Source: an optimization exercise on an open RTL-to-GDS flow (aim: small area). Production flows keep margins and buffers that such runs may drop. In this exercise RTL edits were held to simulation tests only and were not proved equivalent to the original. Power is estimated from default activity; no workload was simulated. The clock port is modelled as an ideal driver; clocking choices that lean on that would not hold on a real chip.

Setup of v6:
// frame_detector
module frame_detector (
    input  wire         clk,
    input  wire         rst,           
    input  wire [9:0]   w,             
    output reg  [2:0]   outcome,
    output reg  [1:0]   dec,
    output wire [5:0]   frm_len,
    output wire [311:0] frm,           
    output reg          ev_valid,
    output wire [5:0]   ev_len,
    output wire [287:0] ev_id,         
    output reg          diag_valid,
    output reg  [2:0]   diag_code
);
    localparam integer CAP = 40;
    localparam integer NF  = CAP - 1;   
    localparam integer NP  = 32;        
    localparam [1:0] OP_IDLE   = 2'd0;
    localparam [1:0] OP_BYTE   = 2'd1;
    localparam [1:0] OP_CLOSED = 2'd2;
    localparam [1:0] OP_ATTACH = 2'd3;
    localparam [7:0] STX = 8'h02;
    localparam [7:0] ETX = 8'h03;
    localparam [7:0] CR  = 8'h0D;
    localparam [7:0] LF  = 8'h0A;
    localparam [2:0] OC_INCOMPLETE = 3'd0;
    localparam [2:0] OC_COMPLETE   = 3'd1;
    localparam [2:0] OC_OVERFLOW   = 3'd2;
    localparam [2:0] OC_CLOSED     = 3'd3;
    localparam [2:0] OC_REJECTED   = 3'd4;
    localparam [1:0] DEC_OK       = 2'd0;
    localparam [1:0] DEC_NO_START = 2'd1;
    localparam [1:0] DEC_NO_TERM  = 2'd2;
    localparam [2:0] DG_OVERFLOW = 3'd1;
    localparam [2:0] DG_NO_START = 3'd2;
    localparam [2:0] DG_NO_TERM  = 3'd3;
    localparam [2:0] DG_CLOSED   = 3'd4;
    localparam [2:0] DG_REJECTED = 3'd5;
    wire [1:0] op = w[9:8];
    wire [7:0] d  = w[7:0];
    reg [8*NF-1:0] buf_q;     
    reg [8*NP-1:0] pay_q;     
    reg [5:0] len_q;          
    reg       closed_q;       
    reg       stx_q;          
    reg       term_q;         
    reg       cr_q;           
    reg [5:0] plast_q;        
    reg [1:0] spos_q;         
    wire is_byte = (op == OP_BYTE);
    wire full    = len_q[5] & len_q[3];            
    wire is_etx  = (d == ETX);
    wire store   = is_byte && !full && !is_etx;
    wire empty   = rst || op[1] || (is_byte && (full || is_etx));
    wire [5:0] pnext = plast_q + 6'd1;
    wire [4:0] len_hi = { len_q[5],
                          len_q[4] &  len_q[3],
                          len_q[4] & ~len_q[3],
                         ~len_q[4] &  len_q[3],
                         ~len_q[5] & ~len_q[4] & ~len_q[3] };
    wire [7:0] len_lo = 8'd1 << len_q[2:0];
    genvar g;
    generate
  ...
Size: roughly 960 cells after synthesis, about 590 flip-flops, roughly 630 I/O pins, about 0.019 mm^2 of cells after synthesis.
==> module frame_detector, before the edit <==
module frame_detector (
    input  wire         clk,
    input  wire         rst,           
    input  wire [9:0]   w,             
    output reg  [2:0]   outcome,
    output reg  [1:0]   dec,
    output wire [5:0]   frm_len,
    output wire [311:0] frm,           
    output reg          ev_valid,
    output wire [5:0]   ev_len,
    output wire [287:0] ev_id,         
    output reg          diag_valid,
    output reg  [2:0]   diag_code
);
    localparam integer CAP = 40;
    localparam integer NF  = CAP - 1;   
    localparam integer NP  = 32;        
    localparam [1:0] OP_IDLE   = 2'd0;
    localparam [1:0] OP_BYTE   = 2'd1;
    localparam [1:0] OP_CLOSED = 2'd2;
    localparam [1:0] OP_ATTACH = 2'd3;
    localparam [7:0] STX = 8'h02;
    localparam [7:0] ETX = 8'h03;
    localparam [7:0] CR  = 8'h0D;
    localparam [7:0] LF  = 8'h0A;
    localparam [2:0] OC_INCOMPLETE = 3'd0;
    localparam [2:0] OC_COMPLETE   = 3'd1;
    localparam [2:0] OC_OVERFLOW   = 3'd2;
    localparam [2:0] OC_CLOSED     = 3'd3;
    localparam [2:0] OC_REJECTED   = 3'd4;
    localparam [1:0] DEC_OK       = 2'd0;
    localparam [1:0] DEC_NO_START = 2'd1;
    localparam [1:0] DEC_NO_TERM  = 2'd2;
    localparam [2:0] DG_OVERFLOW = 3'd1;
    localparam [2:0] DG_NO_START = 3'd2;
    localparam [2:0] DG_NO_TERM  = 3'd3;
    localparam [2:0] DG_CLOSED   = 3'd4;
    localparam [2:0] DG_REJECTED = 3'd5;
    wire [1:0] op = w[9:8];
    wire [7:0] d  = w[7:0];
    reg [8*NF-1:0] buf_q;     
    reg [8*NP-1:0] pay_q;     
    reg [5:0] len_q;          
    reg       closed_q;       
    reg       stx_q;          
    reg       term_q;         
    reg       cr_q;           
    reg [5:0] plast_q;        
    reg [1:0] spos_q;         
    wire is_byte = (op == OP_BYTE);
    wire full    = len_q[5] & len_q[3];            
    wire is_etx  = (d == ETX);
    wire store   = is_byte && !full && !is_etx;
    wire empty   = rst || op[1] || (is_byte && (full || is_etx));
    wire [5:0] pnext = plast_q + 6'd1;
    wire [4:0] len_hi = { len_q[5],
                          len_q[4] &  len_q[3],
                          len_q[4] & ~len_q[3],
                         ~len_q[4] &  len_q[3],
                         ~len_q[5] & ~len_q[4] & ~len_q[3] };
    wire [7:0] len_lo = 8'd1 << len_q[2:0];
    genvar g;
    generate
        for (g = 0; g < NF; g = g + 1) begin : g_buf
            always @(posedge clk)
                if (len_hi[g/8] && len_lo[g%8])
                    buf_q[8*g +: 8] <= d;
        end
        for (g = 0; g < NP; g = g + 1) begin : g_pay
            always @(posedge clk)
                if (pnext == g)
                    pay_q[8*g +: 8] <= d;
        end
    endgenerate
    always @(posedge clk) begin
        if (empty) begin
            len_q  <= 6'd0;
            stx_q  <= 1'b0;
            term_q <= 1'b0;
            cr_q   <= 1'b0;
        end else if (store) begin
            len_q <= len_q + 6'd1;
            cr_q  <= (d == CR);
            if (!stx_q) begin
                if (d == STX) begin
                    stx_q   <= 1'b1;
                    plast_q <= 6'h3f;
                    spos_q  <= len_q[1:0];
                end
            end else if (!term_q) begin
                if (cr_q && d == LF)
                    term_q <= 1'b1;
                else
                    plast_q <= pnext;
            end
        end
        if (rst || op == OP_ATTACH)
            closed_q <= 1'b0;
        else if (op == OP_CLOSED)
            closed_q <= 1'b1;
    end
    assign frm     = buf_q;
    assign frm_len = len_q;
    assign ev_len  = plast_q;
    wire [7:0] b33 = buf_q[8*33 +: 8];
    wire [7:0] b34 = buf_q[8*34 +: 8];
    wire [7:0] b35 = buf_q[8*35 +: 8];
    wire [7:0] b36 = buf_q[8*36 +: 8];
    assign ev_id[8*NP-1:0] = pay_q;
    assign ev_id[8*32 +: 8] = spos_q[1] ? (spos_q[0] ? b36 : b35)
                                        : (spos_q[0] ? b34 : b33);
    assign ev_id[8*33 +: 8] = spos_q[1] ? b36
                                        : (spos_q[0] ? b35 : b34);
    assign ev_id[8*34 +: 8] = spos_q[0] ? b36 : b35;
    assign ev_id[8*35 +: 8] = b36;
    always @(*) begin
        outcome    = OC_INCOMPLETE;
        dec        = DEC_OK;
        ev_valid   = 1'b0;
        diag_valid = 1'b0;
        diag_code  = 3'd0;
        if (!rst) begin
            case (op)
                OP_BYTE: begin
                    if (closed_q) begin
                        outcome    = OC_REJECTED;
                        diag_valid = 1'b1;
                        diag_code  = DG_REJECTED;
                    end else if (full) begin
                        outcome    = OC_OVERFLOW;
                        diag_valid = 1'b1;
                        diag_code  = DG_OVERFLOW;
                    end else if (is_etx) begin
                        outcome = OC_COMPLETE;
                        if (!stx_q) begin
                            dec        = DEC_NO_START;
                            diag_valid = 1'b1;
                            diag_code  = DG_NO_START;
                        end else if (!term_q) begin
                            dec        = DEC_NO_TERM;
                            diag_valid = 1'b1;
                            diag_code  = DG_NO_TERM;
                        end else begin
                            ev_valid = 1'b1;
                        end
                    end
                end
                OP_CLOSED: begin
                    diag_valid = 1'b1;
                    if (closed_q) begin
                        outcome   = OC_REJECTED;
                        diag_code = DG_REJECTED;
                    end else begin
                        outcome   = OC_CLOSED;
                        diag_code = DG_CLOSED;
                    end
                end
                default: ;    
            endcase
        end
    end
endmodule
export LEC_CHECK = 0
export ABC_AREA = 1
export CAP_MARGIN = 20
export CORE_MARGIN = 2
export CORE_UTILIZATION = 40
export SLEW_MARGIN = 20
create_clock -name core_clock -period 20.0 [get_ports {clk}]
standard.sh (not shown) runs the stock make flow with config.mk's settings and CLKGATE_MAP_FILE= SYNTH_SCRIPT=/design/flow/synth_recipe.tcl, a recipe that flattens the netlist after the stock synthesis.
==> flow/flow/run.sh <==
#!/bin/bash
# The standard ORFS layout (standard.sh), with two changes:
#  - the port buffers are the smallest buffer, sky130_fd_sc_hd__buf_1;
#  - the clock tree uses larger sink clusters and no dummy loads.
set -euo pipefail
cd "$(dirname "$0")/.."
bash standard.sh \
  BUFFER_PORTS_ARGS="-buffer_cell sky130_fd_sc_hd__buf_1" \
  CTS_ARGS="-sink_clustering_enable -repair_clock_nets -dont_use_dummy_load -sink_clustering_size 30 -sink_clustering_max_diameter 100" \
  finish > standard.log 2>&1
v6 | stages: all done | timing, DRC, antenna: all pass
Input-level comparison between v7 and v6:
--- a/flow/design.v
+++ b/flow/design.v
@@ -51,10 +51,12 @@
     wire full    = len_q[5] & len_q[3];            
     wire is_etx  = (d == ETX);
     wire store   = is_byte && !full && !is_etx;
     wire empty   = rst || op[1] || (is_byte && (full || is_etx));
     wire [5:0] pnext = plast_q + 6'd1;
+    wire [3:0] pnext_hi = pnext[5] ? 4'd0 : (4'd1 << pnext[4:3]);
+    wire [7:0] pnext_lo = 8'd1 << pnext[2:0];
     wire [4:0] len_hi = { len_q[5],
                           len_q[4] &  len_q[3],
                           len_q[4] & ~len_q[3],
                          ~len_q[4] &  len_q[3],
                          ~len_q[5] & ~len_q[4] & ~len_q[3] };
@@ -66,11 +68,11 @@
                 if (len_hi[g/8] && len_lo[g%8])
                     buf_q[8*g +: 8] <= d;
         end
         for (g = 0; g < NP; g = g + 1) begin : g_pay
             always @(posedge clk)
-                if (pnext == g)
+                if (pnext_hi[g/8] && pnext_lo[g%8])
                     pay_q[8*g +: 8] <= d;
         end
     endgenerate
     always @(posedge clk) begin
         if (empty) begin
--- outcome ---
The power attributed to the clock group in v7 sits about 1% below the value recorded for v6.
Total overflow reported by the global router: v6 vs v7 identical
Per the comparison of v7 with v6, worst hold path depth flat; final area stayed essentially flat; met1 layer usage reported by global route grew by 1.4 points; setup slack of the critical path after layout moved down; total design power moved down.
Diff v6..v7 | fill cell instance count of the final layout | negligible
Number of buffers other than clock buffers in the final layout (v7 vs. v6) increases slightly

afterwards: timing with drivers on the ports:
The results above use ideal ports. As a check the final layouts listed here were re-extracted and re-timed, cells and wires unchanged.
Step 1 assumes that a clkbuf_16 drives the clock port and a buf_2 every other input.
Step 2 moves the port delays by t, midway between the first and last clock arrival at a register: inputs arrive t later, outputs are due t later. That takes back most of the time a late clock gives input paths.
a / b / c = ideal / step 1 / step 2; a / b = the first two.
run	t (ns)	setup slack, ns	worst hold slack (ns)	worst data-port slew with drivers (ns)	cell pins on the clock port's net
v6	0.605	10.072 / 10.049 / 10.049	0.501 / 0.501 / 0.501	0.05	1
v7	0.617	9.737 / 9.715 / 9.715	0.487 / 0.487 / 0.487	0.08	1
After both steps every run listed still meets setup and hold. For v6, which loses most, drivers alone change the setup slack by -0.023 ns; drivers and shift together by -0.023 ns.
